From an optimization exercise on the open Yosys and OpenROAD flow, aimed at small area, a short achievable clock period and few clock cycles per item; shortcuts taken in it are not production practice.
Where RTL was checked, it was by simulation tests only, not by an equivalence proof against the original.
No functional check of the RTL was part of runs 3 and 4.

<file path="flow/design.v">
module srt4_thr (
    input  wire [3:0]  d4,
    input  wire        mode,
    output wire [41:0] t         
);
    localparam [32*42-1:0] TBL = {
        7'd40, 7'd56, 7'd72, 7'd87, 7'd106, 7'd19,
        7'd41, 7'd56, 7'd72, 7'd87, 7'd105, 7'd20,
        7'd42, 7'd57, 7'd71, 7'd86, 7'd102, 7'd22,
        7'd42, 7'd57, 7'd71, 7'd85, 7'd102, 7'd23,
        7'd43, 7'd57, 7'd71, 7'd84, 7'd101, 7'd24,
        7'd44, 7'd57, 7'd70, 7'd83, 7'd98, 7'd26,
        7'd44, 7'd57, 7'd70, 7'd82, 7'd98, 7'd27,
        7'd45, 7'd57, 7'd70, 7'd82, 7'd97, 7'd28,
        7'd46, 7'd58, 7'd69, 7'd81, 7'd94, 7'd30,
        7'd46, 7'd58, 7'd69, 7'd80, 7'd94, 7'd31,
        7'd47, 7'd58, 7'd69, 7'd79, 7'd93, 7'd32,
        7'd48, 7'd58, 7'd68, 7'd78, 7'd90, 7'd34,
        7'd48, 7'd58, 7'd68, 7'd77, 7'd90, 7'd35,
        7'd49, 7'd58, 7'd68, 7'd77, 7'd89, 7'd36,
        7'd50, 7'd59, 7'd67, 7'd76, 7'd86, 7'd38,
        7'd50, 7'd59, 7'd67, 7'd75, 7'd86, 7'd39,
        7'd40, 7'd56, 7'd72, 7'd87, 7'd106, 7'd19,
        7'd41, 7'd56, 7'd72, 7'd87, 7'd105, 7'd20,
        7'd42, 7'd57, 7'd71, 7'd86, 7'd103, 7'd22,
        7'd42, 7'd57, 7'd71, 7'd85, 7'd102, 7'd23,
        7'd43, 7'd57, 7'd71, 7'd84, 7'd101, 7'd24,
        7'd44, 7'd57, 7'd70, 7'd83, 7'd99, 7'd26,
        7'd44, 7'd57, 7'd70, 7'd82, 7'd98, 7'd27,
        7'd45, 7'd57, 7'd70, 7'd82, 7'd97, 7'd28,
        7'd46, 7'd58, 7'd69, 7'd81, 7'd95, 7'd30,
        7'd46, 7'd58, 7'd69, 7'd80, 7'd94, 7'd31,
        7'd47, 7'd58, 7'd69, 7'd79, 7'd93, 7'd32,
        7'd48, 7'd58, 7'd68, 7'd78, 7'd91, 7'd34,
        7'd48, 7'd58, 7'd68, 7'd77, 7'd90, 7'd35,
        7'd49, 7'd58, 7'd68, 7'd77, 7'd89, 7'd36,
        7'd50, 7'd59, 7'd67, 7'd76, 7'd87, 7'd38,
        7'd50, 7'd59, 7'd67, 7'd75, 7'd86, 7'd39
    };
    assign t = TBL[{mode, d4} * 42 +: 42];
endmodule
module srt4_qsel (
    input  wire [6:0]  a,
    input  wire [6:0]  b,
    input  wire [41:0] t,
    input  wire        mode,     
    output wire        neg,
    output wire        pos,
    output wire        m1,
    output wire        m2,
    output wire        def,      
    output wire        rerr      
);
    wire [6:0] w = a + {~b[6], b[5:0]};
    wire le1 = (w <= t[41:35]);
    wire le2 = (w <= t[34:28]);
    wire le3 = (w <= t[27:21]);
    wire le4 = (w <= t[20:14]);
    wire hi  = (w >  t[13:7]);
    wire lo  = (w <= t[6:0]);
    wire out = hi | lo;
    wire z   = mode & out;
    assign neg  = le2 & ~z;
    assign pos  = ~le3 & ~z;
    assign m2   = (le1 | ~le4) & ~z;
    assign m1   = ((le2 & ~le1) | (le4 & ~le3)) & ~z;
    assign def  = z;
    assign rerr = ~mode & out;
endmodule
module srt4_divider (
    input  wire         clk,
    input  wire         rst,         
    input  wire         start,
    input  wire [95:0]  x,           
    input  wire [95:0]  y,           
    input  wire [6:0]   cmd,         
    output wire [7:0]   status,      
    output wire         done,
    output wire         err,
    output wire [95:0]  xn,
    output wire [6:0]   ex,
    output wire [95:0]  yn,
    output wire [6:0]   ey,
    output wire [95:0]  dapx,
    output wire [95:0]  q,
    output wire [95:0]  qs,
    output reg  [98:0]  digits,      
    output reg  [32:0]  defs         
);
    localparam integer K    = 2;             
    localparam integer GW   = 2 * K;         
    localparam integer LGW  = 2;             
    localparam integer NGR  = 96 / GW;       
    localparam integer OFF  = 8;             
    localparam integer NMAX = 33;
    localparam [1:0] PH_IDLE = 2'd0, PH_RUN = 2'd1, PH_DONE = 2'd2, PH_ERR = 2'd3;
    localparam [2:0] EC_NONE = 3'd0, EC_TABLE = 3'd2, EC_DOMAIN = 3'd3, EC_PREC = 3'd4;
    reg [1:0]  phase;
    reg [2:0]  errcode;
    reg        defect_seen;
    reg [5:0]  nr;
    reg        moder;
    reg [5:0]  j;                
    reg [64:0] xn_r;             
    reg [63:0] yn_r;             
    reg [6:0]  ywn;              
    reg [4:0]  ex_r, ey_r;
    reg [67:0] rem, car;         
    reg [66:0] q_r;              
    reg [95:0] qs_r;             
    assign status = {2'b00, errcode, defect_seen, phase};
    assign done   = (phase == PH_DONE);
    assign err    = (phase == PH_ERR);
    assign xn     = {31'd0, xn_r};
    assign yn     = {31'd0, 1'b1, yn_r};
    assign ex     = {2'd0, ex_r};
    assign ey     = {2'd0, ey_r};
    assign dapx   = {31'd0, 1'b1, yn_r[63:60], 60'd0};
    assign qs     = qs_r;
    assign q      = {{29{q_r[66]}}, q_r};
    wire run = (phase == PH_RUN);
    function [4:0] lead(input [30:0] a);
        integer b;
        begin
            lead = 5'd0;
            for (b = 0; b < 31; b = b + 1)
                if (a[b]) lead = b[4:0];
        end
    endfunction
    wire        x_ok  = (x == 96'd0) || (!x[95] && (x[94:64] != 31'd0));
    wire        y_ok  = !y[95] && (y[94:64] != 31'd0);
    wire        n_ok  = (cmd[5:0] <= 6'd33);
    wire [4:0]  ex_in = lead(x[94:64]);
    wire [4:0]  ey_in = lead(y[94:64]);
    wire [94:0] xsh   = x[94:0] >> ex_in;
    wire [94:0] ysh   = y[94:0] >> ey_in;
    wire accept = start && (phase != PH_RUN);
    wire [41:0] thr;
    srt4_thr u_thr (.d4(yn_r[63:60]), .mode(moder), .t(thr));
    wire [65:0] y1 = {2'b01, yn_r};
    wire [67:0] m1v = {2'b00, y1};
    wire [67:0] m2v = {1'b0, y1, 1'b0};
    wire [67:0] rs [0:K];
    wire [67:0] cs [0:K];
    wire [K-1:0] neg, pos, m1, m2, dfv, rev;
    assign rs[0] = rem;
    assign cs[0] = car;
    genvar t, c;
    generate for (t = 0; t < K; t = t + 1) begin : g_it
        if (t == 0) begin : g_direct
            srt4_qsel u_qsel (
                .a(rs[0][67:61]), .b(cs[0][67:61]), .t(thr), .mode(moder),
                .neg(neg[0]), .pos(pos[0]), .m1(m1[0]), .m2(m2[0]),
                .def(dfv[0]), .rerr(rev[0])
            );
        end else begin : g_spec
            wire [4:0] cn, cp, c1, c2, cd, ce;
            wire [7:0] w1 = {2'b01, ~ywn[6:1]};      
            wire [7:0] w2 = {1'b1, ~ywn};
            for (c = 0; c < 5; c = c + 1) begin : g_c
                wire [7:0] mg = (c == 0 || c == 4) ? w2 :
                                (c == 1 || c == 3) ? w1 : 8'd0;
                wire [7:0] qd = (c >= 3) ? ~mg : mg;
                wire [7:0] r8 = rs[t-1][65:58];
                wire [7:0] k8 = cs[t-1][65:58];
                wire [7:0] sc = r8 ^ k8 ^ qd;
                wire [7:0] cc = (r8 & k8) | (r8 & qd) | (k8 & qd);
                srt4_qsel u_qsel (
                    .a(sc[7:1]), .b(cc[6:0]), .t(thr), .mode(moder),
                    .neg(cn[c]), .pos(cp[c]), .m1(c1[c]), .m2(c2[c]),
                    .def(cd[c]), .rerr(ce[c])
                );
            end
            wire [4:0] oh = {m2[t-1] & pos[t-1], m1[t-1] & pos[t-1],
                             ~(m1[t-1] | m2[t-1]),
                             m1[t-1] & neg[t-1], m2[t-1] & neg[t-1]};
            assign neg[t] = |(oh & cn);
            assign pos[t] = |(oh & cp);
            assign m1[t]  = |(oh & c1);
            assign m2[t]  = |(oh & c2);
            assign dfv[t] = |(oh & cd);
            assign rev[t] = |(oh & ce);
        end
        wire [67:0] qd = (({68{m1[t]}} & m1v) | ({68{m2[t]}} & m2v)) ^ {68{pos[t]}};
        wire [67:0] sc = rs[t] ^ cs[t] ^ qd;
        wire [67:0] cc = {(rs[t][66:0] & cs[t][66:0]) | (rs[t][66:0] & qd[66:0]) |
                          (cs[t][66:0] & qd[66:0]), pos[t]};
        assign rs[t+1] = {sc[65:0], 2'b00};
        assign cs[t+1] = {cc[65:0], 2'b00};
    end endgenerate
    reg [K-1:0] vld;
    reg         any_err, any_def, last;
    integer u;
    always @(*) begin
        any_err = 1'b0;
        any_def = 1'b0;
        for (u = 0; u < K; u = u + 1) begin
            vld[u] = ({1'b0, j} + u) < {1'b0, nr};
            if (vld[u] && rev[u]) any_err = 1'b1;
            if (vld[u] && dfv[u]) any_def = 1'b1;
        end
        last = ({1'b0, j} + K) >= {1'b0, nr};
    end
    wire        z0   = ~(m1[0] | m2[0]);
    wire        n1   = neg[1] & vld[1];
    wire        vneg = neg[0] | (z0 & n1);           
    wire [1:0]  d0m  = {m2[0] | (m1[0] & neg[0]), m1[0]};               
    wire [1:0]  d0d  = {(m1[0] & neg[0]) | z0, m2[0] | z0};             
    wire [1:0]  d1m  = {vld[1] & (m2[1] | (m1[1] & neg[1])), vld[1] & m1[1]};
    wire [GW-1:0] fq  = {n1 ? d0d : d0m, d1m};           
    wire          aq  = ~run | ~vneg;                 
    wire [6:0]    pu  = 7'd66 - {j, 1'b0};            
    reg  [66:0]   q_n, qmb, qor;
    integer p;
    always @(*) begin
        for (p = 0; p < 67; p = p + 1) begin
            qor[p] = (p == 0) ? 1'b0 : (qor[p-1] | q_r[p-1]);
            qmb[p] = q_r[p] ^ ((p >= pu) & ~qor[p]);
            if (run && p + 2*j + 2*K >= 66 && p + 2*j + 2*K < 66 + GW)
                q_n[p] = fq[p + 2*j + 2*K - 66];
            else
                q_n[p] = aq ? q_r[p] : qmb[p];
        end
    end
    wire [7:0]    ps  = 8'd66 - GW - {1'b0, j, 1'b0} + {3'd0, ex_r} - {3'd0, ey_r};
    wire [LGW-1:0] rr = ps[LGW-1:0];
    wire [5:0]    go  = ps[7:LGW] + OFF;       
    wire [7:0]    pus = ps + GW;                      
    wire          ulo = pus[7];                       
    wire [4:0]    sr  = ey_r - ex_r;                  
    reg  [29:0]   qlm;
    reg  [GW-1:0] rq;
    reg  [95:0]   qs_n, qsmb, qsor;
    integer o, n;
    always @(*) begin
        for (o = 0; o < 30; o = o + 1)
            qlm[o] = q_r[o] & (o < sr);
        for (o = 0; o < GW; o = o + 1)
            rq[o] = fq[(o - rr + GW) % GW];
        for (n = 0; n < NGR; n = n + 1)
            for (o = 0; o < GW; o = o + 1) begin
                qsor[GW*n + o] = (GW*n + o == 0) ? 1'b0 : (qsor[GW*n + o - 1] | qs_r[GW*n + o - 1]);
                qsmb[GW*n + o] = qs_r[GW*n + o] ^
                                 ((ulo ? ~|qlm : ({1'b0, pus} <= GW*n + o)) & ~qsor[GW*n + o]);
                if (run && ((go == n + OFF && o >= rr) || (go == n + OFF - 1 && o < rr)))
                    qs_n[GW*n + o] = rq[o];
                else
                    qs_n[GW*n + o] = aq ? qs_r[GW*n + o] : qsmb[GW*n + o];
            end
    end
    always @(posedge clk) begin
        if (rst) begin
            phase       <= PH_IDLE;
            defect_seen <= 1'b0;
            errcode     <= EC_NONE;
        end else if (accept) begin
            defect_seen <= 1'b0;
            if (!n_ok) begin
                phase   <= PH_ERR;
                errcode <= EC_PREC;
            end else if (!x_ok || !y_ok) begin
                phase   <= PH_ERR;
                errcode <= EC_DOMAIN;
            end else begin
                phase   <= (cmd[5:0] == 6'd0) ? PH_DONE : PH_RUN;
                errcode <= EC_NONE;
            end
        end else if (run) begin
            if (any_err) begin
                phase   <= PH_ERR;
                errcode <= EC_TABLE;
            end else begin
                if (any_def) defect_seen <= 1'b1;
                if (last) phase <= PH_DONE;
            end
        end
    end
    always @(posedge clk) begin
        if (accept) begin
            nr     <= cmd[5:0];
            moder  <= cmd[6];
            xn_r   <= xsh[64:0];
            yn_r   <= ysh[63:0];
            ywn    <= ~ysh[63:57];
            ex_r   <= ex_in;
            ey_r   <= ey_in;
            rem    <= {3'd0, xsh[64:0]};
            car    <= 68'd0;
            j      <= 6'd0;
            q_r    <= 67'd0;
            qs_r   <= 96'd0;
        end else begin
            rem   <= rs[K];
            car   <= cs[K];
            q_r   <= q_n;
            qs_r  <= qs_n;
            if (run) begin
                j  <= j + K;
                for (u = 0; u < NMAX; u = u + 1)
                    if (u / K == j / K && vld[u % K]) begin
                        digits[3*u +: 3] <= {neg[u % K], neg[u % K] | m2[u % K], m1[u % K]};
                        defs[u]          <= dfv[u % K];
                    end
            end
        end
    end
endmodule
</file>
<file path="flow/flow/run.sh">
#!/bin/bash
# The standard layout (standard.sh, all steps), with one change: the
# buffers that buffer_ports puts on every input and output port are
# sky130_fd_sc_hd__buf_1 cells instead of the cell buffer_ports picks by
# itself (clkdlybuf4s50_1, a delay cell of 10 um2). Every port still gets
# its own buffer; the resizer may upsize it like any other cell.
set -euo pipefail
export BUFFER_PORTS_ARGS="-buffer_cell sky130_fd_sc_hd__buf_1"
bash standard.sh > standard.log 2>&1
</file>
<file path="flow/standard.sh">
#!/bin/bash
# synth_recipe.tcl (not shown) runs the flow's synth.tcl, then flattens the netlist and writes it again
# the make line also repeats each setting of config.mk as NAME=value (left out here)
make -C /OpenROAD-flow-scripts/flow DESIGN_CONFIG=/design/flow/config.mk WORK_HOME=/design/flow/orfs CLKGATE_MAP_FILE= SYNTH_SCRIPT=/design/flow/synth_recipe.tcl "${@:-finish}"
</file>
<file path="flow/config.mk">
export PLATFORM = sky130hd
export DESIGN_NAME = srt4_divider
export DESIGN_NICKNAME = srt4_divider
export VERILOG_FILES = /design/flow/design.v
export SDC_FILE = /design/flow/constraint.sdc
export NUM_CORES = 4
export LEC_CHECK = 0
export ABC_AREA = 1
export CAP_MARGIN = 20
export CORE_MARGIN = 2
export CORE_UTILIZATION = 55
export CTS_BUF_LIST = sky130_fd_sc_hd__clkbuf_8
export PLACE_DENSITY = 0.7
export SETUP_SLACK_MARGIN = 5
export SLEW_MARGIN = 20
export TNS_END_PERCENT = 10
</file>
<file path="flow/constraint.sdc">
create_clock -name core_clock -period 10.0 [get_ports {clk}]
set_input_delay 2.0000 -clock core_clock [delete_from_list [all_inputs] [get_ports {clk}]]
set_output_delay 2.0000 -clock core_clock [all_outputs]
set_load 0.01 [all_outputs]
</file>
==> flow_metrics.py, run 1 <==
metrics = {
    "status": {
        "status": "finished clean",
    },
    "critical_path": {
        "start_kind": "flip-flop",
        "ff2ff_path_depth": 26,
        "critical_path_arrival_ns": 6.59,
        "crit_type": "flip-flop to flip-flop",
        "worstPathRequired_ns": 10.63,
        "crit_path_max_fanout": 8,
        "endpoint_kind": "flip-flop",
    },
    "finish": {
        "fin_cells": 9259,
        "final_cell_area_um2": 61900,
        "fin_nets": 8541,
        "post-route-util_pct": 67.4,
        "drive_gt1_share_pct": 13.5,
        "area_growth_pct": 21.4,
    },
    "sta": {
        "finalHoldViolations": 0,
        "min_period_ns": 5.96,
        "setup_viol": 0,
        "fmax_ghz": 0.168,
        "drv_slew": 0,
        "max_slew_margin_pct": 17.6,
        "rsz0062_at_grt": "true",
        "tns_ns": 0,
        "layout_setup_ws_ns": 4.04,
        "worst_slew_pin_slew_ns": 1.22,
        "fin_skew_ns": 0.0577,
        "finalCritPeriodShare_pct": 59.6,
    },
    "clock_network": {
        "h-tree-depth": 3,
        "tritoncts": "done",
        "cts_hold_buf": 0,
        "cts-root-buf": "clkbuf_8",
        "clk_latency_ns": 0.81,
        "cts.sinks": 591,
        "cts.reportedPaths.clkPinSlew_ns": 0.06,
        "clockBufferDepth": 3,
        "numCtsBuffers": 102,
    },
    "placement": {
        "dp.cells": 8776,
        "hpwl_um": 153000,
        "io_buffer_count": 676,
        "gp_congestion": 1.07,
        "placed_area_um2": 53900,
        "post-place-ws_ns": 2.52,
    },
    "logic_synthesis": {
        "synth-edff-count": 285,
        "synth-async-reset-ratio_pct": 0,
        "synth_area_um2": 51000,
        "ys.flop_type": "dfxtp_1",
        "ys_seq_elements": 591,
        "netlist_instances": 7141,
        "yosys_warnings": 1,
        "avgSynthCellArea_um2": 7.14,
        "seq_area_frac_synth_pct": 28.8,
        "synth_cell_types": 82,
    },
    "grt": {
        "grt_usage_pct": 43.4,
        "gr-total-overflow": 0,
        "antenna_found_initial": 5,
        "grt_max_degree": 192,
        "grt_pass1_wl_um": 311000,
        "grt_pass1_vias": 50200,
    },
    "route": {
        "vias": 55600,
        "drc": 0,
        "wirelength_um": 221000,
        "drt-initial-drc-count": 7154,
        "routed_via_density": 6.01,
        "drtAntennaViolNets": 0,
        "wl_per_cell_um": 23.9,
        "firstDrtPassIters": 8,
    },
    "flow_run": {
        "max_cap_viol_count": 0,
    },
    "die": {
        "die_w_um": 308,
        "die-area_um2": 95100,
        "num_io_pins": 838,
        "die_y_um": 308,
        "initial_core_util_pct": 55.5,
        "row_count": 111,
        "core-area_um2": 91800,
    },
    "hold_path": {
        "min_path_cells": 2,
        "min_path_type": "flip-flop to flip-flop",
    },
}
==> area by class of cell <==
cell class / instances / area (um^2)
multi-input combinational: 5212 / 33200
fill: 8011 / 29900
sequential: 591 / 14700
tap: 1243 / 1560
inverter: 1005 / 3960
clock inverter: 70 / 531
timing repair inverter: 17 / 289
antenna: 6 / 15.0
clock buffer: 120 / 1650
timing repair buffer: 995 / 5910
==> cell usage in the layout (no fill, tap or decap), types with 215 or more instances in the layout <==
cell type | netlist | layout
ha_1 | 257 | 215
dfxtp_1 | 306 | 288
a21oi_1 | 280 | 256
buf_1 | 52 | 673
edfxtp_1 | 285 | 285
o21ai_0 | 835 | 660
nor2_1 | 566 | 536
buf_4 | 202 | 246
nand3_1 | 239 | 223
inv_1 | 971 | 935
nand2_1 | 1544 | 1506
==> final timing paths <==
path	start	to	slack, ns
setup / recovery	rem[61]$_DFF_P_	rem[5]$_DFF_P_	4.04
hold / removal	errcode[0]$_SDFFE_PP0P_	errcode[0]$_SDFFE_PP0P_	0.47
setup reg to reg	rem[61]$_DFF_P_	rem[5]$_DFF_P_	4.04
hold reg to reg	errcode[0]$_SDFFE_PP0P_	errcode[0]$_SDFFE_PP0P_	0.47
==> through the flow <==
step	hold slack [ns]
2_1_floorplan	0.477
4_1_cts	0.471
3_3_place_gp	0.450
5_1_grt	0.486
3_5_place_dp	0.463
6_report	0.470
==> layer usage <==
metal	track usage, %	vias up	share of wire, %
met5	0	-	0.013
li1	-	25000	-
met1	53.0	25700	36
met4	29.6	4	8.3
met2	67.6	3875	44
met3	10.6	1040	12
==> cells in the mapped netlist (5+ instances only) <==
cell	instances	share of area, %
nor2_4	11	0.24
mux2i_1	91	1.8
o21ai_1	26	0.26
clkbuf_1	228	1.7
o221ai_1	20	0.34
xor2_1	206	3.5
dfxtp_1	306	12
edfxtp_1	285	17
clkinv_1	12	0.088
o2111ai_1	11	0.19
fa_1	158	6.2
buf_1	52	0.38
a221oi_1	11	0.19
buf_4	202	3.0
nand3_1	239	2.3
a21oi_1	280	2.8
o31ai_1	19	0.28
a211oi_1	27	0.40
or2_2	33	0.41
nor3_1	91	0.89
a311oi_1	7	0.12
a21boi_0	5	0.074
o22ai_1	193	2.4
nand4_1	65	0.80
xnor2_1	20	0.34
inv_2	21	0.15
o21bai_1	22	0.32
inv_1	971	7.2
a31o_2	5	0.086
nand3b_1	9	0.13
nand2_2	13	0.16
nor2_1	566	4.2
o21ai_0	835	8.2
nor2_2	18	0.22
nor4_1	39	0.48
ha_1	257	6.3
a22oi_1	8	0.12
nand4_2	7	0.17
a31oi_1	66	0.81
buf_2	22	0.22
o211ai_1	62	0.91
nand2_1	1544	11
==> worst max-delay path, cell delays in order, from the launching register on <==
cell	delay, ns
dfxtp_4	0.37
inv_4	0.06
fa_2	0.60
inv_1	0.08
ha_4	0.30
nand3_1	0.10
nand3_1	0.12
xor2_1	0.54
inv_1	0.29
ha_1	0.36
nand4_1	0.12
o211ai_1	0.23
o21ai_2	0.09
nor2_2	0.18
nor2_2	0.06
nor2_2	0.18
nand2_2	0.11
o221ai_4	0.20
nand2b_4	0.21
buf_16	0.20
buf_12	0.15
inv_16	0.05
o22ai_2	0.15
xor2_1	0.27
fa_1	0.55
nor2_1	0.14
a31oi_1	0.06
==> state kept, by name, summed over array words and instances, names as in the netlist, 6 cells and up <==
signal / flops
rem: 68
q_r: 67
digits: 99
xn_r: 65
yn_r: 64
nr: 6
ywn: 7
qs_r: 96
car: 64
defs: 33
==> cell families after synthesis <==
logic type	Yosys count	synth area share (%)
fa+ha+maj	415	12.5
compound gates	1638	18.2
flops	591	28.8
simple gates	2666	22.1
other cells	2	0.0147
xor+xnor	228	3.95
buf+inv	1510	12.7
mux	91	1.79
==> timing repair <==
action / in CTS / in global routing
buffers inserted: 159 / 73
pin swaps: 87 / 82
gates cloned: 33 / 22
gates resized for setup: 385 / 420
endpoints found under the setup margin: 500 / 449
Testbench counts, summed over its fixed seeds: cycles 33,224, items 2,400.
==> run 2: changes to the inputs <==
--- a/flow/design.v
+++ b/flow/design.v
@@ -68,4 +68,28 @@
     assign rerr = ~mode & out;
 endmodule
+module srt4_preor #(parameter integer W = 8) (
+    input  wire [W-1:0] a,
+    output wire [W-1:0] y
+);
+    localparam integer NG = (W + 7) / 8;
+    wire [8*NG-1:0] ax = {{(8*NG-W){1'b0}}, a};
+    reg  [NG-1:0]   g, gp;       
+    reg  [8*NG-1:0] lp, yx;      
+    integer k, i;
+    always @(*) begin
+        for (k = 0; k < NG; k = k + 1) begin
+            g[k] = |ax[8*k +: 8];
+            lp[8*k] = 1'b0;
+            for (i = 1; i < 8; i = i + 1)
+                lp[8*k + i] = lp[8*k + i - 1] | ax[8*k + i - 1];
+        end
+        gp[0] = 1'b0;
+        for (k = 1; k < NG; k = k + 1)
+            gp[k] = gp[k-1] | g[k-1];
+        for (k = 0; k < 8*NG; k = k + 1)
+            yx[k] = gp[k / 8] | lp[k];
+    end
+    assign y = yx[W-1:0];
+endmodule
 module srt4_divider (
     input  wire         clk,
@@ -172,7 +196,8 @@
                 );
             end
+            wire       ld = (t == K - 1) & accept;
             wire [4:0] oh = {m2[t-1] & pos[t-1], m1[t-1] & pos[t-1],
                              ~(m1[t-1] | m2[t-1]),
-                             m1[t-1] & neg[t-1], m2[t-1] & neg[t-1]};
+                             m1[t-1] & neg[t-1], m2[t-1] & neg[t-1]} & {5{~ld}};
             assign neg[t] = |(oh & cn);
             assign pos[t] = |(oh & cp);
@@ -182,9 +207,12 @@
             assign rev[t] = |(oh & ce);
         end
+        wire        ld = (t == K - 1) & accept;
+        wire [67:0] ra = ld ? {5'd0, xsh[64:2]} : rs[t];
+        wire [67:0] ca = ld ? 68'd0 : cs[t];
         wire [67:0] qd = (({68{m1[t]}} & m1v) | ({68{m2[t]}} & m2v)) ^ {68{pos[t]}};
-        wire [67:0] sc = rs[t] ^ cs[t] ^ qd;
-        wire [67:0] cc = {(rs[t][66:0] & cs[t][66:0]) | (rs[t][66:0] & qd[66:0]) |
-                          (cs[t][66:0] & qd[66:0]), pos[t]};
-        assign rs[t+1] = {sc[65:0], 2'b00};
+        wire [67:0] sc = ra ^ ca ^ qd;
+        wire [67:0] cc = {(ra[66:0] & ca[66:0]) | (ra[66:0] & qd[66:0]) |
+                          (ca[66:0] & qd[66:0]), pos[t]};
+        assign rs[t+1] = {sc[65:0], ld ? xsh[1:0] : 2'b00};
         assign cs[t+1] = {cc[65:0], 2'b00};
     end endgenerate
@@ -211,9 +239,10 @@
     wire          aq  = ~run | ~vneg;                 
     wire [6:0]    pu  = 7'd66 - {j, 1'b0};            
-    reg  [66:0]   q_n, qmb, qor;
+    reg  [66:0]   q_n, qmb;
+    wire [66:0]   qor;                                
+    srt4_preor #(.W(67)) u_qor (.a(q_r), .y(qor));
     integer p;
     always @(*) begin
         for (p = 0; p < 67; p = p + 1) begin
-            qor[p] = (p == 0) ? 1'b0 : (qor[p-1] | q_r[p-1]);
             qmb[p] = q_r[p] ^ ((p >= pu) & ~qor[p]);
             if (run && p + 2*j + 2*K >= 66 && p + 2*j + 2*K < 66 + GW)
@@ -231,5 +260,7 @@
     reg  [29:0]   qlm;
     reg  [GW-1:0] rq;
-    reg  [95:0]   qs_n, qsmb, qsor;
+    reg  [95:0]   qs_n, qsmb;
+    wire [95:0]   qsor;                               
+    srt4_preor #(.W(96)) u_qsor (.a(qs_r), .y(qsor));
     integer o, n;
     always @(*) begin
@@ -240,5 +271,4 @@
         for (n = 0; n < NGR; n = n + 1)
             for (o = 0; o < GW; o = o + 1) begin
-                qsor[GW*n + o] = (GW*n + o == 0) ? 1'b0 : (qsor[GW*n + o - 1] | qs_r[GW*n + o - 1]);
                 qsmb[GW*n + o] = qs_r[GW*n + o] ^
                                  ((ulo ? ~|qlm : ({1'b0, pus} <= GW*n + o)) & ~qsor[GW*n + o]);
@@ -277,4 +307,8 @@
     end
     always @(posedge clk) begin
+        rem <= rs[K];
+        car <= cs[K];
+    end
+    always @(posedge clk) begin
         if (accept) begin
             nr     <= cmd[5:0];
@@ -285,12 +319,8 @@
             ex_r   <= ex_in;
             ey_r   <= ey_in;
-            rem    <= {3'd0, xsh[64:0]};
-            car    <= 68'd0;
             j      <= 6'd0;
             q_r    <= 67'd0;
             qs_r   <= 96'd0;
         end else begin
-            rem   <= rs[K];
-            car   <= cs[K];
             q_r   <= q_n;
             qs_r  <= qs_n;
--- a/flow/config.mk
+++ b/flow/config.mk
@@ -9,7 +9,5 @@
 export CAP_MARGIN = 20
 export CORE_MARGIN = 2
-export CORE_UTILIZATION = 55
-export CTS_BUF_LIST = sky130_fd_sc_hd__clkbuf_8
-export PLACE_DENSITY = 0.7
+export CORE_UTILIZATION = 50
 export SETUP_SLACK_MARGIN = 5
 export SLEW_MARGIN = 20
==> run 2 against run 1 <==
Compared with the run above: still clean; synthesized cell count up 8.7%; worst setup slack better by 0.37 ns; register-to-register slack better by 0.37 ns.
==> flow_metrics.py, run 2 <==
metrics = {
    "logic_synthesis": {
        "netlist_instances": 7762,
        "synth_mux_area_share_pct": 0,
        "ys_seq_elements": 593,
        "yosys-top-cells-area": "edfxtp_1 16%, nand3_1 14%, dfxtp_1 12%, nand2_1 11%, inv_1 6.8%",
        "seq_area_frac_synth_pct": 27.6,
        "avgSynthCellArea_um2": 6.88,
        "synth_common_cells": "1,575 x nand2_1, 1,546 x nand3_1, 961 x inv_1",
        "synth_cell_types": 76,
        "ys.flop_type": "dfxtp_1",
        "yosysMostFrequentCell": "nand2_1",
        "synth-edff-count": 285,
        "yosysTopAreaCell": "edfxtp_1",
        "yosysTopAreaCellShare_pct": 16.0,
        "synth-async-reset-ratio_pct": 0,
        "synth_area_um2": 53400,
        "synth_fa_ha_area_share_pct": 12.0,
        "synthSimpleGateAreaFrac_pct": 33.8,
        "yosys_warnings": 3,
        "synth_top_family_by_area": "simple AND/OR/NAND/NOR gates",
        "synth_xor_area_share_pct": 3.71,
        "synth_compound_area_share_pct": 10.5,
    },
    "clock_network": {
        "clk_latency_ns": 0.68,
        "tritoncts": "done",
        "clockBufferDepth": 3,
        "cts_hold_buf": 0,
        "numCtsBuffers": 72,
        "h-tree-depth": 3,
        "cts-root-buf": "clkbuf_16",
        "cts.reportedPaths.clkPinSlew_ns": 0.06,
        "cts.sinks": 593,
    },
    "route": {
        "drtAntennaViolNets": 0,
        "wirelength_um": 247000,
        "m1WireLength_um": 93500,
        "drt-initial-drc-count": 7889,
        "drc": 0,
        "vias": 60500,
        "met3WireLength_um": 28800,
        "routed_via_density": 6.10,
        "firstDrtPassIters": 7,
        "dr_wl_met2_um": 109000,
        "dr.max_layer_used": "met5",
        "wl_per_cell_um": 24.9,
    },
    "finish": {
        "layout_common_cells": "1,475 x nand2_1, 1,273 x nand3_1, 911 x inv_1",
        "fill_cells": 9761,
        "area_growth_pct": 22.8,
        "largest_reg_flops": 99,
        "fin_nets": 9090,
        "largest-register": "digits",
        "drive_gt1_share_pct": 14.6,
        "final_common_cell": "nand2_1",
        "largestRegisters": "digits: 99 flops, qs_r: 96 flops, rem: 68 flops",
    },
    "critical_path": {
        "regToRegSetupSlack_ns": 4.41,
        "start_kind": "flip-flop",
        "slowest_stage": "fa_1",
        "r2r-end": "rem[51]$_DFF_P_",
        "critical_path_arrival_ns": 6.21,
        "crit_path_max_incr_delay_ns": 0.58,
        "crit_type": "flip-flop to flip-flop",
        "ff2ff_path_depth": 29,
        "r2r_start": "ywn[2]$_DFFE_PP_",
        "endpoint_kind": "flip-flop",
        "crit_path_max_fanout": 6,
        "worstPathRequired_ns": 10.62,
    },
    "grt": {
        "grt_pass1_wl_um": 347000,
        "gr-total-overflow": 0,
        "grt_max_degree": 215,
        "grt_pass1_vias": 54600,
        "grt_usage_pct": 42.2,
        "antenna_found_initial": 17,
    },
    "die": {
        "core-area_um2": 106000,
        "die_w_um": 331,
        "initial_core_util_pct": 50.6,
        "row_count": 119,
        "die-area_um2": 109000,
        "num_io_pins": 838,
        "die_y_um": 331,
    },
    "sta": {
        "max_slew_margin_pct": 11.9,
        "rsz0062_at_grt": "true",
        "finalCritPeriodShare_pct": 55.9,
        "min_period_ns": 5.59,
        "layout_setup_ws_ns": 4.41,
        "setup_viol": 0,
        "worst_slew_pin_slew_ns": 1.31,
        "fmax_ghz": 0.179,
        "tns_ns": 0,
        "finalHoldViolations": 0,
        "fin_skew_ns": 0.0398,
        "drv_slew": 0,
    },
    "status": {
        "status": "finished clean",
    },
    "placement": {
        "hpwl_um": 173000,
        "post-place-ws_ns": 2.41,
        "gp_congestion": 1.04,
        "io_buffer_count": 676,
    },
    "hold_path": {
        "worstHoldStart": "qs_r[81]$_SDFFE_PP0P_",
        "min_path_type": "flip-flop to flip-flop",
        "min_path_cells": 2,
        "min_to": "qs_r[81]$_SDFFE_PP0P_",
    },
    "flow_run": {
        "max_cap_viol_count": 0,
    },
}
-- run 2: metrics by stage --
stage | hold WS [ns] | std cells | area, um^2 | util [%]
after detailed placement | 0.473 | 9514 | 56100 | 53.2
after global routing | 0.502 | 9919 | 65500 | 62.1
after CTS | 0.486 | 9834 | 62200 | 59.0
final | 0.489 | 9927 | 65500 | 62.1
after global placement | 0.475 | 9514 | 56100 | 53.2
after floorplan | 0.432 | 7921 | 54000 | -
-- run 2: worst max path at each step --
stage	start	slack (ns)	end
6_report	ywn[2]$_DFFE_PP_	4.41	rem[51]$_DFF_P_
5_1_grt	yn_r[61]$_DFFE_PP_	4.26	rem[51]$_DFF_P_
4_1_cts	x[65]	4.72	rem[45]$_DFF_P_
3_5_place_dp	yn_r[61]$_DFFE_PP_	2.41	qs_r[48]$_SDFFE_PP0P_
3_3_place_gp	yn_r[61]$_DFFE_PP_	2.66	qs_r[48]$_SDFFE_PP0P_
2_1_floorplan	yn_r[63]$_DFFE_PP_	4.71	rem[65]$_DFF_P_
-- run 2: layout make-up --
type | instances | area [um^2] | share of cell area, %
Multi-Input combinational cell | 5806 | 36500 | 55.7
Sequential cell | 593 | 14700 | 22.5
Timing Repair Buffer | 999 | 6290 | 9.61
Inverter | 993 | 3880 | 5.93
Clock buffer | 95 | 1980 | 3.02
Tap cell | 1391 | 1740 | 2.66
Clock inverter | 34 | 300 | 0.458
Timing Repair inverter | 5 | 55.1 | 0.0840
Antenna cell | 11 | 27.5 | 0.0420
-- run 2: what timing repair did --
| item | CTS | global route |
|---|---|---|
| pin swaps | 83 | 153 |
| gates resized for setup | 429 | 479 |
| setup endpoints to repair | 502 | 454 |
| cloned | 33 | 24 |
| setup buffers | 158 | 58 |
-- run 2: per-layer routing --
layer	global-route usage [%]	vias up
li1	-	27100
met5	0	-
met1	54.1	28600
met2	65.3	3930
met4	21.8	14
met3	11.0	878
-- run 2: cell families (layout without fill, tap and decap cells) --
group / Yosys count / in the layout
AND/OR/NAND/NOR: 4032 / 4048
XOR/XNOR: 225 / 225
AO/OA/AOI/OAI: 953 / 954
other: 2 / 172
adder cells (fa/ha/maj): 418 / 418
flip-flops: 593 / 593
buffers and inverters: 1539 / 2126
-- run 2: critical path, delay by kind of cell, from the launching register on --
family                     cells  cell delay (ns)
AOI/OAI and AO/OA              7             0.94
DFF                            1             0.39
and+or+nand+nor                7             0.79
buffers and inverters          8             0.97
xor gates and xnor gates       2             0.44
adders and majority gates      5             1.96
Testbench counts of run 2, summed over its fixed seeds: cycles 33,224, items 2,400.
==> run 3: changes to the inputs <==
--- a/flow/design.v
+++ b/flow/design.v
@@ -68,28 +68,4 @@
     assign rerr = ~mode & out;
 endmodule
-module srt4_preor #(parameter integer W = 8) (
-    input  wire [W-1:0] a,
-    output wire [W-1:0] y
-);
-    localparam integer NG = (W + 7) / 8;
-    wire [8*NG-1:0] ax = {{(8*NG-W){1'b0}}, a};
-    reg  [NG-1:0]   g, gp;       
-    reg  [8*NG-1:0] lp, yx;      
-    integer k, i;
-    always @(*) begin
-        for (k = 0; k < NG; k = k + 1) begin
-            g[k] = |ax[8*k +: 8];
-            lp[8*k] = 1'b0;
-            for (i = 1; i < 8; i = i + 1)
-                lp[8*k + i] = lp[8*k + i - 1] | ax[8*k + i - 1];
-        end
-        gp[0] = 1'b0;
-        for (k = 1; k < NG; k = k + 1)
-            gp[k] = gp[k-1] | g[k-1];
-        for (k = 0; k < 8*NG; k = k + 1)
-            yx[k] = gp[k / 8] | lp[k];
-    end
-    assign y = yx[W-1:0];
-endmodule
 module srt4_divider (
     input  wire         clk,
@@ -114,5 +90,4 @@
     localparam integer K    = 2;             
     localparam integer GW   = 2 * K;         
-    localparam integer LGW  = 2;             
     localparam integer NGR  = 96 / GW;       
     localparam integer OFF  = 8;             
@@ -131,6 +106,7 @@
     reg [4:0]  ex_r, ey_r;
     reg [67:0] rem, car;         
-    reg [66:0] q_r;              
-    reg [95:0] qs_r;             
+    reg [66:0] q_r, qm_r;        
+    reg [95:0] qs_r, qsm_r;      
+    reg        first;            
     assign status = {2'b00, errcode, defect_seen, phase};
     assign done   = (phase == PH_DONE);
@@ -196,8 +172,7 @@
                 );
             end
-            wire       ld = (t == K - 1) & accept;
             wire [4:0] oh = {m2[t-1] & pos[t-1], m1[t-1] & pos[t-1],
                              ~(m1[t-1] | m2[t-1]),
-                             m1[t-1] & neg[t-1], m2[t-1] & neg[t-1]} & {5{~ld}};
+                             m1[t-1] & neg[t-1], m2[t-1] & neg[t-1]};
             assign neg[t] = |(oh & cn);
             assign pos[t] = |(oh & cp);
@@ -207,12 +182,9 @@
             assign rev[t] = |(oh & ce);
         end
-        wire        ld = (t == K - 1) & accept;
-        wire [67:0] ra = ld ? {5'd0, xsh[64:2]} : rs[t];
-        wire [67:0] ca = ld ? 68'd0 : cs[t];
         wire [67:0] qd = (({68{m1[t]}} & m1v) | ({68{m2[t]}} & m2v)) ^ {68{pos[t]}};
-        wire [67:0] sc = ra ^ ca ^ qd;
-        wire [67:0] cc = {(ra[66:0] & ca[66:0]) | (ra[66:0] & qd[66:0]) |
-                          (ca[66:0] & qd[66:0]), pos[t]};
-        assign rs[t+1] = {sc[65:0], ld ? xsh[1:0] : 2'b00};
+        wire [67:0] sc = rs[t] ^ cs[t] ^ qd;
+        wire [67:0] cc = {(rs[t][66:0] & cs[t][66:0]) | (rs[t][66:0] & qd[66:0]) |
+                          (cs[t][66:0] & qd[66:0]), pos[t]};
+        assign rs[t+1] = {sc[65:0], 2'b00};
         assign cs[t+1] = {cc[65:0], 2'b00};
     end endgenerate
@@ -232,49 +204,53 @@
     wire        z0   = ~(m1[0] | m2[0]);
     wire        n1   = neg[1] & vld[1];
+    wire        p1   = pos[1] & vld[1];
     wire        vneg = neg[0] | (z0 & n1);           
+    wire        vpos = pos[0] | (z0 & p1);           
+    wire        z1   = ~vld[1] | ~(m1[1] | m2[1]);
     wire [1:0]  d0m  = {m2[0] | (m1[0] & neg[0]), m1[0]};               
     wire [1:0]  d0d  = {(m1[0] & neg[0]) | z0, m2[0] | z0};             
     wire [1:0]  d1m  = {vld[1] & (m2[1] | (m1[1] & neg[1])), vld[1] & m1[1]};
+    wire [1:0]  d1d  = {(n1 & m1[1]) | z1, (vld[1] & m2[1]) | z1};     
     wire [GW-1:0] fq  = {n1 ? d0d : d0m, d1m};           
+    wire [GW-1:0] fqm = {(n1 | z1) ? d0d : d0m, d1d};    
     wire          aq  = ~run | ~vneg;                 
-    wire [6:0]    pu  = 7'd66 - {j, 1'b0};            
-    reg  [66:0]   q_n, qmb;
-    wire [66:0]   qor;                                
-    srt4_preor #(.W(67)) u_qor (.a(q_r), .y(qor));
+    wire          aqm = run & vpos;                   
+    reg  [66:0]   q_n, qm_n, qmb;
     integer p;
     always @(*) begin
         for (p = 0; p < 67; p = p + 1) begin
-            qmb[p] = q_r[p] ^ ((p >= pu) & ~qor[p]);
-            if (run && p + 2*j + 2*K >= 66 && p + 2*j + 2*K < 66 + GW)
-                q_n[p] = fq[p + 2*j + 2*K - 66];
-            else
-                q_n[p] = aq ? q_r[p] : qmb[p];
+            qmb[p] = first ? (p == 66) : qm_r[p];
+            if (run && p + 2*j + 2*K >= 66 && p + 2*j + 2*K < 66 + GW) begin
+                q_n[p]  = fq[p + 2*j + 2*K - 66];
+                qm_n[p] = fqm[p + 2*j + 2*K - 66];
+            end else begin
+                q_n[p]  = aq  ? q_r[p] : qmb[p];
+                qm_n[p] = aqm ? q_r[p] : qmb[p];
+            end
         end
     end
     wire [7:0]    ps  = 8'd66 - GW - {1'b0, j, 1'b0} + {3'd0, ex_r} - {3'd0, ey_r};
-    wire [LGW-1:0] rr = ps[LGW-1:0];
-    wire [5:0]    go  = ps[7:LGW] + OFF;       
-    wire [7:0]    pus = ps + GW;                      
-    wire          ulo = pus[7];                       
-    wire [4:0]    sr  = ey_r - ex_r;                  
-    reg  [29:0]   qlm;
-    reg  [GW-1:0] rq;
-    reg  [95:0]   qs_n, qsmb;
-    wire [95:0]   qsor;                               
-    srt4_preor #(.W(96)) u_qsor (.a(qs_r), .y(qsor));
+    wire [$clog2(GW)-1:0] rr = ps[$clog2(GW)-1:0];
+    wire [5:0]    go  = ps[7:$clog2(GW)] + OFF;       
+    reg  [GW-1:0] rq, rqm;
+    reg  [95:0]   qs_n, qsm_n;
+    reg  [95:0]   qsmb;
     integer o, n;
     always @(*) begin
-        for (o = 0; o < 30; o = o + 1)
-            qlm[o] = q_r[o] & (o < sr);
-        for (o = 0; o < GW; o = o + 1)
-            rq[o] = fq[(o - rr + GW) % GW];
+        for (o = 0; o < GW; o = o + 1) begin
+            rq[o]  = fq[(o - rr + GW) % GW];
+            rqm[o] = fqm[(o - rr + GW) % GW];
+        end
         for (n = 0; n < NGR; n = n + 1)
             for (o = 0; o < GW; o = o + 1) begin
-                qsmb[GW*n + o] = qs_r[GW*n + o] ^
-                                 ((ulo ? ~|qlm : ({1'b0, pus} <= GW*n + o)) & ~qsor[GW*n + o]);
-                if (run && ((go == n + OFF && o >= rr) || (go == n + OFF - 1 && o < rr)))
-                    qs_n[GW*n + o] = rq[o];
-                else
-                    qs_n[GW*n + o] = aq ? qs_r[GW*n + o] : qsmb[GW*n + o];
+                if (run && ((go == n + OFF && o >= rr) || (go == n + OFF - 1 && o < rr))) begin
+                    qs_n[GW*n + o]  = rq[o];
+                    qsm_n[GW*n + o] = rqm[o];
+                end else begin
+                    qsmb[GW*n + o] = first ? (go < n + OFF - 1 || (go == n + OFF - 1 && o >= rr))
+                                           : qsm_r[GW*n + o];
+                    qs_n[GW*n + o]  = aq  ? qs_r[GW*n + o] : qsmb[GW*n + o];
+                    qsm_n[GW*n + o] = aqm ? qs_r[GW*n + o] : qsmb[GW*n + o];
+                end
             end
     end
@@ -307,8 +283,4 @@
     end
     always @(posedge clk) begin
-        rem <= rs[K];
-        car <= cs[K];
-    end
-    always @(posedge clk) begin
         if (accept) begin
             nr     <= cmd[5:0];
@@ -319,11 +291,19 @@
             ex_r   <= ex_in;
             ey_r   <= ey_in;
+            rem    <= {3'd0, xsh[64:0]};
+            car    <= 68'd0;
             j      <= 6'd0;
             q_r    <= 67'd0;
             qs_r   <= 96'd0;
+            first  <= 1'b1;
         end else begin
+            rem   <= rs[K];
+            car   <= cs[K];
             q_r   <= q_n;
+            qm_r  <= qm_n;
             qs_r  <= qs_n;
+            qsm_r <= qsm_n;
             if (run) begin
+                first <= 1'b0;
                 j  <= j + K;
                 for (u = 0; u < NMAX; u = u + 1)
==> flow/run.sh (new file) <==
#!/bin/bash
# synth_recipe.tcl (not shown) runs the flow's synth.tcl, then flattens the netlist and writes it again
# the make line also repeats each setting of config.mk as NAME=value (left out here)
make -C /OpenROAD-flow-scripts/flow DESIGN_CONFIG=/design/flow/config.mk WORK_HOME=/design/flow/orfs CLKGATE_MAP_FILE= SYNTH_SCRIPT=/design/flow/synth_recipe.tcl finish
--- a/flow/config.mk
+++ b/flow/config.mk
@@ -6,9 +6,6 @@
 export NUM_CORES = 4
 export LEC_CHECK = 0
-export ABC_AREA = 1
 export CAP_MARGIN = 20
 export CORE_MARGIN = 2
-export CORE_UTILIZATION = 50
-export SETUP_SLACK_MARGIN = 5
+export CORE_UTILIZATION = 40
 export SLEW_MARGIN = 20
-export TNS_END_PERCENT = 10
removed: flow/flow/run.sh
removed: flow/standard.sh
==> run 3 against run 2 <==
Compared with the run above: still clean on timing, DRC and antenna; via count decreased by 15%; clock skew rose by 0.023 ns; area after synthesis increased by 8.8%; critical endpoint is now qsm_r[45]$_DFFE_PN_; largest cell class unchanged; highest routed layer unchanged.
==> flow_metrics.py, run 3 <==
metrics = {
    "status": {
        "status": "finished clean",
    },
    "logic_synthesis": {
        "yosys_warnings": 1,
        "seq_area_frac_synth_pct": 33.8,
        "synthSimpleGateAreaFrac_pct": 12.6,
        "yosysMostFrequentCell": "mux2i_1",
        "synth_common_cells": "643 x mux2i_1, 480 x nor2_1, 448 x edfxtp_1",
        "yosys-top-cells-area": "edfxtp_1 23%, mux2i_1 11%, dfxtp_1 11%, fa_1 5.4%, ha_1 5.3%",
        "synth_cell_types": 102,
        "synth_fa_ha_area_share_pct": 10.7,
        "synth_area_um2": 58100,
        "synth-async-reset-ratio_pct": 0,
        "avgSynthCellArea_um2": 9.62,
        "synth-edff-count": 448,
        "yosysTopAreaCellShare_pct": 23.2,
        "synth_compound_area_share_pct": 17.3,
        "synth_xor_area_share_pct": 2.62,
        "ys_seq_elements": 755,
        "synth_top_family_by_area": "compound AO/OA/AOI/OAI gates",
        "netlist_instances": 6035,
        "yosysTopAreaCell": "edfxtp_1",
        "synth_mux_area_share_pct": 16.5,
        "ys.flop_type": "edfxtp_1",
    },
    "critical_path": {
        "crit_path_max_fanout": 69,
        "regToRegSetupSlack_ns": 2.00,
        "start_kind": "flip-flop",
        "worstPathRequired_ns": 10.55,
        "critical_path_arrival_ns": 8.55,
        "crit_type": "flip-flop to flip-flop",
        "r2r_start": "yn_r[60]$_DFFE_PP_",
        "startpoint": "yn_r[60]$_DFFE_PP_",
        "endpoint_kind": "flip-flop",
    },
    "finish": {
        "area_growth_pct": 18.6,
        "largestRegisters": "digits: 99 flops, qs_r: 96 flops, qsm_r: 96 flops",
        "final_cell_area_um2": 68900,
        "final_common_cell": "clkdlybuf4s50_1",
        "largest_reg_flops": 99,
        "fin_nets": 7079,
        "largest-register": "digits",
        "fill_cells": 13500,
        "drive_gt1_share_pct": 9.04,
        "layout_common_cells": "676 x clkdlybuf4s50_1, 642 x mux2i_1, 474 x nor2_1",
    },
    "sta": {
        "fin_skew_ns": 0.0629,
        "tns_ns": 0,
        "whs_ns": 0.477,
        "layout_setup_ws_ns": 2.00,
        "fmax_ghz": 0.125,
        "max_slew_margin_pct": 21.0,
        "finalCritPeriodShare_pct": 80.0,
        "rsz0062_at_grt": "false",
        "worst_slew_pin_slew_ns": 1.19,
        "setup_viol": 0,
        "finalHoldViolations": 0,
        "min_period_ns": 8.00,
        "drv_slew": 0,
    },
    "clock_network": {
        "post_cts_buffers": 0,
        "numCtsBuffers": 88,
        "cts.reportedPaths.clkPinSlew_ns": 0.06,
        "h-tree-depth": 3,
        "tritoncts": "done",
        "cts_hold_buf": 0,
        "clockBufferDepth": 3,
        "cts-root-buf": "clkbuf_16",
        "cts.sinks": 755,
        "cts-resized-gates": 0,
        "clk_latency_ns": 0.74,
    },
    "grt": {
        "antenna_found_initial": 6,
        "grtUsageMet1_pct": 38.3,
        "gr-total-overflow": 0,
        "use_met3_pct": 6.37,
        "grt_pass1_vias": 48900,
        "grt_max_degree": 176,
        "met2_usage_pct": 48.7,
        "grt_pass1_wl_um": 335000,
        "grt-busiest-layer": "met2",
        "grt_usage_pct": 30.0,
    },
    "placement": {
        "gp_congestion": 1.00,
        "io_buffer_count": 676,
        "post-place-ws_ns": 2.07,
        "placed_area_um2": 65800,
        "hpwl_um": 169000,
    },
    "route": {
        "firstDrtPassIters": 8,
        "wirelength_um": 232000,
        "wl_per_cell_um": 27.5,
        "routed_via_density": 6.07,
        "drt-initial-drc-count": 5429,
        "drtAntennaViolNets": 0,
        "drc": 0,
        "vias": 51300,
    },
    "die": {
        "initial_core_util_pct": 40.4,
        "die-area_um2": 148000,
        "die_y_um": 385,
        "die_w_um": 385,
        "num_io_pins": 838,
        "row_count": 139,
        "core-area_um2": 144000,
    },
    "flow_run": {
        "max_cap_viol_count": 0,
    },
    "hold_path": {
        "worstHoldStart": "defect_seen$_SDFFE_PP0P_",
        "min_path_type": "flip-flop to flip-flop",
    },
}
==> run 3: cell count changes in the layout (fill, tap and decap cells not counted), sizes merged, moves of 163 or more <==
cell	previous run	this run
clkdlybuf4s50	0	676
mux2i	0	644
inv	980	200
edfxtp	285	448
nand3	1553	89
nand2	1615	433
xor2	201	15
a211oi	19	237
buf	976	92
mux2	0	257
==> run 3: worst max-delay path, cell delays in order, from the launching register on <==
cell	delay, ns
edfxtp_1	0.93
inv_1	0.16
ha_1	0.33
inv_1	0.05
mux2i_1	0.22
mux2i_1	0.13
buf_4	0.19
o21ai_0	0.81
ha_1	0.29
nor2b_1	0.05
o31ai_1	0.19
a21oi_1	0.13
mux2_4	0.33
a221o_1	0.55
nand3_1	0.17
o211ai_1	0.17
nor2_1	0.57
clkinv_2	0.45
buf_4	0.46
o21ai_2	0.68
a31oi_4	0.58
o211ai_1	0.36
==> run 3: layer usage <==
metal	vias up	wire length, um
li1	23000	-
met1	25100	93000
met2	2719	108000
met3	458	19800
met4	4	11500
met5	-	27
==> run 3: logic make-up after synthesis <==
logic type	Yosys count
buf+inv	782
xor+xnor	173
flops	755
fa+ha+maj	404
compound gates	1457
simple gates	1551
mux	911
other cells	2
==> run 3: path summary, 6_finish.rpt <==
kind,end,cells past startpoint
max,qsm_r[45]$_DFFE_PN_,21
min,defect_seen$_SDFFE_PP0P_,2
max reg2reg,qsm_r[45]$_DFFE_PN_,21
min reg2reg,defect_seen$_SDFFE_PP0P_,2
==> run 3: per-stage QoR <==
stage	util (%)	cells
after floorplan	-	6194
after global placement	45.7	8283
after detailed placement	45.8	8284
after CTS	47.8	8449
after global routing	47.9	8451
final	47.9	8452
==> run 3: layout make-up <==
cell class	count	area, um^2	area share, %
antenna	1	2.50	0.00363
clock buffer	119	2390	3.47
clock inverter	46	604	0.878
inverter	202	777	1.13
multi-input combinational	4657	35600	51.7
sequential	755	19600	28.5
tap	1903	2380	3.46
timing repair buffer	769	7530	10.9
==> run 4: changes to the inputs <==
--- a/flow/config.mk
+++ b/flow/config.mk
@@ -8,4 +8,5 @@
 export CAP_MARGIN = 20
 export CORE_MARGIN = 2
-export CORE_UTILIZATION = 40
+export CORE_UTILIZATION = 50
+export SETUP_SLACK_MARGIN = 5
 export SLEW_MARGIN = 20
==> run 4 against run 3 <==
Compared with the run above: still clean on timing, DRC and antenna; first-iteration DRC count increased by 40%; area after synthesis stayed put; clock skew rose by 0.0052 ns; sequential cell count did not move; cell count up 0.45%; register-to-register slack improved by 1.9 ns; sequential share of layout area fell by 4.4 points; hold slack got worse by 0.015 ns; largest cell class unchanged; highest routed layer unchanged.
==> flow_metrics.py, run 4 <==
metrics = {
    "sta": {
        "drv_slew": 0,
        "layout_setup_ws_ns": 3.87,
        "setup_viol": 0,
        "tns_ns": 0,
        "whs_ns": 0.463,
        "worst_slew_pin_slew_ns": 1.19,
        "finalCritPeriodShare_pct": 61.3,
        "fmax_ghz": 0.163,
        "fin_skew_ns": 0.0681,
        "min_period_ns": 6.13,
        "rsz0062_at_grt": "true",
        "max_slew_margin_pct": 20.1,
        "finalHoldViolations": 0,
    },
    "placement": {
        "io_buffer_count": 676,
        "hpwl_um": 170000,
        "gp_congestion": 0.970,
        "post-place-ws_ns": 2.47,
    },
    "logic_synthesis": {
        "yosysTopAreaCellShare_pct": 23.2,
        "yosys_warnings": 1,
        "synth-edff-count": 448,
        "synth_common_cells": "643 x mux2i_1, 480 x nor2_1, 448 x edfxtp_1",
        "synth_area_um2": 58100,
        "synth_cell_types": 102,
        "yosys-top-cells-area": "edfxtp_1 23%, mux2i_1 11%, dfxtp_1 11%, fa_1 5.4%, ha_1 5.3%",
        "seq_area_frac_synth_pct": 33.8,
        "yosysTopAreaCell": "edfxtp_1",
        "avgSynthCellArea_um2": 9.62,
        "ys_seq_elements": 755,
        "synth-async-reset-ratio_pct": 0,
        "yosysMostFrequentCell": "mux2i_1",
        "ys.flop_type": "edfxtp_1",
        "netlist_instances": 6035,
    },
    "route": {
        "wl_per_cell_um": 32.3,
        "vias": 57500,
        "drt-initial-drc-count": 7613,
        "routed_via_density": 6.78,
        "dr_wl_met2_um": 118000,
        "drc": 0,
        "wirelength_um": 274000,
        "drtAntennaViolNets": 0,
        "dr.max_layer_used": "met5",
        "met3WireLength_um": 36600,
        "m1WireLength_um": 101000,
        "firstDrtPassIters": 9,
    },
    "critical_path": {
        "crit_path_max_fanout": 6,
        "crit_path_max_incr_delay_ns": 0.51,
        "slowest_stage": "o22ai_4",
        "crit_type": "flip-flop to flip-flop",
        "path_buf_inv": 9,
        "critical_path_arrival_ns": 6.55,
        "cp_top_family": "compound AO/OA/AOI/OAI gates",
        "start_kind": "flip-flop",
        "endpoint_kind": "flip-flop",
        "worstPathRequired_ns": 10.42,
        "critPathMostFrequentCell": "buf_6",
    },
    "die": {
        "die_w_um": 345,
        "initial_core_util_pct": 50.2,
        "core-area_um2": 116000,
        "die-area_um2": 119000,
        "die_y_um": 345,
        "row_count": 125,
        "num_io_pins": 838,
    },
    "finish": {
        "largestRegisters": "digits: 99 flops, qs_r: 96 flops, qsm_r: 96 flops",
        "fin_nets": 7484,
        "layout_common_cells": "648 x clkdlybuf4s50_1, 495 x mux2i_1, 448 x nor2_1, 448 x edfxtp_1, 360 x nand2_1",
        "final_common_cell": "clkdlybuf4s50_1",
        "area_growth_pct": 40.3,
        "drive_gt1_share_pct": 27.8,
        "largest-register": "digits",
        "largest_reg_flops": 99,
    },
    "hold_path": {
        "min_path_type": "flip-flop to flip-flop",
    },
    "clock_network": {
        "cts.sinks": 755,
        "clockBufferDepth": 3,
        "clk_latency_ns": 0.75,
        "tritoncts": "done",
        "cts-root-buf": "clkbuf_16",
        "cts.reportedPaths.clkPinSlew_ns": 0.06,
        "h-tree-depth": 3,
        "numCtsBuffers": 89,
    },
    "grt": {
        "gr-total-overflow": 0,
        "grt_pass1_wl_um": 378000,
        "antenna_found_initial": 19,
        "grt_usage_pct": 43.3,
        "grt_pass1_vias": 53300,
        "grt_max_degree": 138,
    },
    "flow_run": {
        "max_cap_viol_count": 0,
    },
    "status": {
        "status": "finished clean",
    },
}
[run 4: layout make-up]
class	count	area, um^2
Inverter	202	933
Antenna cell	14	35.0
Tap cell	1524	1910
Clock buffer	120	2480
Fill cell	8516	34300
Clock inverter	45	593
Sequential cell	755	19600
Multi-Input combinational cell	4673	42000
Timing Repair Buffer	1151	13800
Timing Repair inverter	6	72.6
[run 4: path summary, 6_finish.rpt]
path,from,endpoint,slack (ns),cells past startpoint
setup / recovery,rem[59]$_DFF_P_,qsm_r[22]$_DFFE_PN_,3.87,26
hold reg to reg,defect_seen$_SDFFE_PP0P_,defect_seen$_SDFFE_PP0P_,0.46,2
setup reg to reg,rem[59]$_DFF_P_,qsm_r[22]$_DFFE_PN_,3.87,26
hold / removal,defect_seen$_SDFFE_PP0P_,defect_seen$_SDFFE_PP0P_,0.46,2
[run 4: through the flow]
stage / instances / area (um^2) / util, %
after global placement: 7907 / 65900 / 56.9
after floorplan: 6194 / 59400 / -
after detailed placement: 7908 / 65900 / 57.0
final: 8490 / 81500 / 70.4
after global routing: 8481 / 81500 / 70.4
after CTS: 8406 / 77600 / 67.1
[run 4: routing by layer]
layer | global-route usage, % | up-vias
met1 | 56.1 | 28200
met5 | 0.160 | -
met4 | 21.9 | 18
li1 | - | 23900
met3 | 14.4 | 1100
met2 | 64.5 | 4300
[run 4: kinds of logic after synthesis]
family	share of synthesized area, %
and+or+nand+nor	12.6
AOI/OAI and AO/OA	17.3
muxes	16.5
buffers and inverters	6.54
DFF	33.8
adders and majority gates	10.7
xor gates and xnor gates	2.62
other	0.0129
[run 4: worst min-delay path, stage by stage, from the launching register on]
cell and delay (ns):
dfxtp_1 0.31, inv_1 0.05, a211oi_1 0.05
[run 4: timing repair]
action | 4_1_cts | 5_1_grt
endpoints found under the setup margin | 700 | 644
pin swaps | 293 | 210
gates resized for setup | 1005 | 547
setup buffers | 237 | 61
hold buffers | 0 | 0
gates cloned | 96 | 8

[static timing again, ports no longer ideal]
Ports are ideal in the flow. The routed layouts listed here were re-timed in OpenROAD.
Step 1 assumes that a clkbuf_16 drives the clock port and a buf_2 every other input.
Step 2 also shifts input and output timing later by t, the mid clock arrival at the registers, as if the neighbouring blocks saw the same clock.
a / b / c = ideal ports / drivers / drivers and shift; a / b = the first two.
run | t, ns | slack for setup (ns) | slew at the worst register clock pin (ns) | cell pins on the clock port's net
run 1 | 0.855 | 4.044 / 4.044 / 3.864 | 0.08 / 0.08 | 1
run 2 | 0.738 | 4.411 / 4.411 / 3.890 | 0.07 / 0.07 | 1
run 3 | 0.777 | 2.001 / 2.001 / 2.001 | 0.08 / 0.08 | 1
run 4 | 0.798 | 3.868 / 3.868 / 3.868 | 0.07 / 0.07 | 1
After both steps every run listed still meets setup and hold. For run 2, which loses most, drivers alone change the setup slack by 0.000 ns; drivers and shift together by -0.521 ns.
